This design comes from an exercise in tuning for small area on the open sky130 flow, not from production work.
Only simulation tests tie the RTL to the original design; equivalence was not proved.
Power figures rest on the tool's default switching activity, not on a simulated workload.

## build 92
## fpc_codec
module fpc_codec (
    input  wire        clk,
    input  wire        rst,
    input  wire        req_valid,
    output wire        req_ready,
    input  wire        req_we,
    input  wire        req_space,
    input  wire [8:0]  req_addr,
    input  wire [31:0] req_wdata,
    output reg         resp_valid,
    output reg  [31:0] resp_rdata
);
Size in the first run: about 2000 cells after synthesis, roughly 1100 flip-flops, ~80 I/O pins.
clock: 8.0 ns
lec_check: 0
cap_margin: 20
core_margin: 2
core_utilization: 40
gpl_timing_driven: 0
slew_margin: 20
standard.sh (not shown) runs the stock make flow with config.mk's settings and CLKGATE_MAP_FILE= SYNTH_SCRIPT=/design/flow/synth_recipe.tcl, a recipe that flattens the netlist after the stock synthesis.
==> flow/flow/run.sh <==
#!/bin/bash
# Standard layout with two changes: the port buffers are the smallest buffer
# cell, and clock tree synthesis adds no dummy loads.
set -o pipefail
export REMOVE_ABC_BUFFERS=1
export BUFFER_PORTS_ARGS="-buffer_cell sky130_fd_sc_hd__buf_1"
export CTS_ARGS="-sink_clustering_enable -repair_clock_nets -dont_use_dummy_load -sink_clustering_size 30 -sink_clustering_max_diameter 80"
bash standard.sh > standard.log 2>&1
status=$?
exit $status
#### Input delta (build 69 over build 92)
==> flow/flow/run.sh <==
#!/bin/bash
# Standard layout with two changes: the port buffers are the smallest buffer
# cell, and clock tree synthesis adds no dummy loads.
set -o pipefail
export REMOVE_ABC_BUFFERS=1
export BUFFER_PORTS_ARGS="-buffer_cell sky130_fd_sc_hd__buf_1"
export CTS_ARGS="-sink_clustering_enable -repair_clock_nets -dont_use_dummy_load -sink_clustering_size 25 -sink_clustering_max_diameter 60 -buf_list {sky130_fd_sc_hd__clkbuf_8 sky130_fd_sc_hd__clkbuf_16}"
bash standard.sh > standard.log 2>&1
status=$?
exit $status
--- outcome ---
Build 69 against build 92: cell area power density now sits higher, overall fraction of global-route tracks in use flat. Compared with build 92, build 69 shows clock buffer instance count of the final layout higher by about 20%. Build 69: wire length of the first global-routing pass 0.99% above build 92. Portion of the clock cycle consumed by the worst path in the final layout came out lower on build 69 than on build 92.
Setup changes, build 69 to build 54
==> flow/flow/run.sh <==
#!/bin/bash
# Standard layout with two changes: the port buffers are the smallest buffer
# cell, and clock tree synthesis adds no dummy loads.
set -o pipefail
export REMOVE_ABC_BUFFERS=1
export BUFFER_PORTS_ARGS="-buffer_cell sky130_fd_sc_hd__buf_1"
export CTS_ARGS="-sink_clustering_enable -repair_clock_nets -dont_use_dummy_load -sink_clustering_size 35 -sink_clustering_max_diameter 50"
bash standard.sh > standard.log 2>&1
status=$?
exit $status
## What came out
Layout overhead on the synthesized area was lower in the run labelled build 69. Compared with build 69, build 54 shows a lower largest stage delay on the critical path. In build 54 the share of final-layout standard cells stronger than drive strength 1 turned out 0.65 points higher than in build 69. Between build 54 and build 69, the time the worst path needs with I/O delays and setup is lower for build 54. Build 54: met3 usage in global routing is 0.59 points higher than what build 69 reported.
Modified inputs, build 86 compared to build 54
- an added CTS_CLUSTER_DIAMETER of 80
- an added CTS_CLUSTER_SIZE of 30
==> flow/run.sh (new file) <==
#!/bin/bash
# synth_recipe.tcl (not shown) runs the flow's synth.tcl, then flattens the netlist and writes it again
# the make line also repeats each setting of config.mk as NAME=value (left out here)
make -C /OpenROAD-flow-scripts/flow DESIGN_CONFIG=/design/flow/config.mk WORK_HOME=/design/flow/orfs CLKGATE_MAP_FILE= SYNTH_SCRIPT=/design/flow/synth_recipe.tcl finish
removed: flow/flow/run.sh
removed: flow/standard.sh
Results
Summary of build 86 over build 54: number of cells on the critical path down 3, switching share of power picked up an extra 1.5 points, weighted congestion reported at the end of routability-driven placement now smaller, filler-free cell count of the finished design picked up an extra 1.4%.
Per the comparison of build 86 with build 54, combinational power has increased, worst setup slack now sits lower.
Logic gate share of total power: build 86 vs build 54 up 1.1 points

---

fpc_codec again, from the RTL that the note above started with.
## fpc_codec
module fpc_codec (
    input  wire        clk,
    input  wire        rst,
    input  wire        req_valid,
    output wire        req_ready,
    input  wire        req_we,
    input  wire        req_space,
    input  wire [8:0]  req_addr,
    input  wire [31:0] req_wdata,
    output reg         resp_valid,
    output reg  [31:0] resp_rdata
);
    localparam integer N = 130;
    localparam [3:0] E_NONE = 4'd0, E_SHORT = 4'd2, E_CSUM = 4'd3,
                     E_ILLEGAL = 4'd6, E_RANGE = 4'd7;
    reg  [8*N-1:0] ring;
    reg  [7:0]     pos;
    reg  [7:0]     head_new;
    wire [7:0] head = ring[7:0];
    wire [7:0] tapa = ring[8*26 +: 8];
    wire [7:0] tapb = ring[8*104 +: 8];
    always @(posedge clk)
        ring <= {head_new, ring[8*N-1:8]};
    always @(posedge clk)
        if (rst)               pos <= 8'd123;
        else if (pos == N - 1) pos <= 8'd0;
  ...
clock: 8.0 ns
lec_check: 0
cap_margin: 20
core_margin: 2
core_utilization: 40
gpl_timing_driven: 0
slew_margin: 20
==> flow/flow/run.sh <==
#!/bin/bash
# Standard layout with two changes: the port buffers are the smallest buffer
# cell, and clock tree synthesis adds no dummy loads.
set -o pipefail
export REMOVE_ABC_BUFFERS=1
export BUFFER_PORTS_ARGS="-buffer_cell sky130_fd_sc_hd__buf_1"
export CTS_ARGS="-sink_clustering_enable -repair_clock_nets -dont_use_dummy_load -sink_clustering_size 12 -sink_clustering_max_diameter 60 -buf_list {sky130_fd_sc_hd__clkbuf_4 sky130_fd_sc_hd__clkbuf_8}"
bash standard.sh > standard.log 2>&1
status=$?
exit $status
Edit:
--- a/flow/flow/run.sh
+++ b/flow/flow/run.sh
@@ -7 +7 @@
-export CTS_ARGS="-sink_clustering_enable -repair_clock_nets -dont_use_dummy_load -sink_clustering_size 12 -sink_clustering_max_diameter 60 -buf_list {sky130_fd_sc_hd__clkbuf_4 sky130_fd_sc_hd__clkbuf_8}"
+export CTS_ARGS="-sink_clustering_enable -repair_clock_nets -dont_use_dummy_load -sink_clustering_size 10 -sink_clustering_max_diameter 50 -buf_list sky130_fd_sc_hd__clkbuf_4"
Clock power fell by 16%.
Combinational power stays flat.
Power decreases by about 4.7%.
Hold slack is worse by 0.0049 ns.
Sequential share of layout area went up by 1.1 points.
Final area decreases by about 1.5%.
Area after synthesis stays the same.
Flip-flop and latch count does not change.
First-iteration DRC count increases by about 4%.
Routed wire length climbs by 0.30%.

## what the ideal ports hide
How much do the figures lean on ideal ports? The routed layouts below were timed once more, with nothing changed but the port constraints. Step 1: set_driving_cell puts a clkbuf_16 on clk and a buf_2 on each other input, an assumption about the parent block. Step 2 also shifts input and output timing later by t, the mid clock arrival at the registers, as if the neighbouring blocks saw the same clock. Three values: ideal ports, drivers, drivers and shift; two values: the first two.
| run | t, ns | setup slack, ns | clock arrival spread, ns | worst data-port slew with drivers (ns) |
|---|---|---|---|---|
| build 92 | 0.619 | 1.382 / 1.403 / 0.787 | 0.099 / 0.099 | 0.08 |
| build 69 | 0.634 | 1.405 / 1.399 / 0.796 | 0.131 / 0.130 | 0.08 |
| build 54 | 0.640 | 1.444 / 1.414 / 0.832 | 0.115 / 0.116 | 0.08 |
| build 86 | 0.651 | 0.765 / 0.712 / 0.641 | 0.040 / 0.041 | 0.05 |
| the first run of note 2 | 0.692 | 1.352 / 1.299 / 0.855 | 0.133 / 0.133 | 0.08 |
| the second run of note 2 | 0.941 | 1.124 / 1.071 / 0.669 | 0.099 / 0.098 | 0.07 |
After both steps every run listed still meets setup and hold. The setup slack of build 54, which loses most, moves by -0.030 ns with the drivers and by -0.612 ns with both steps.
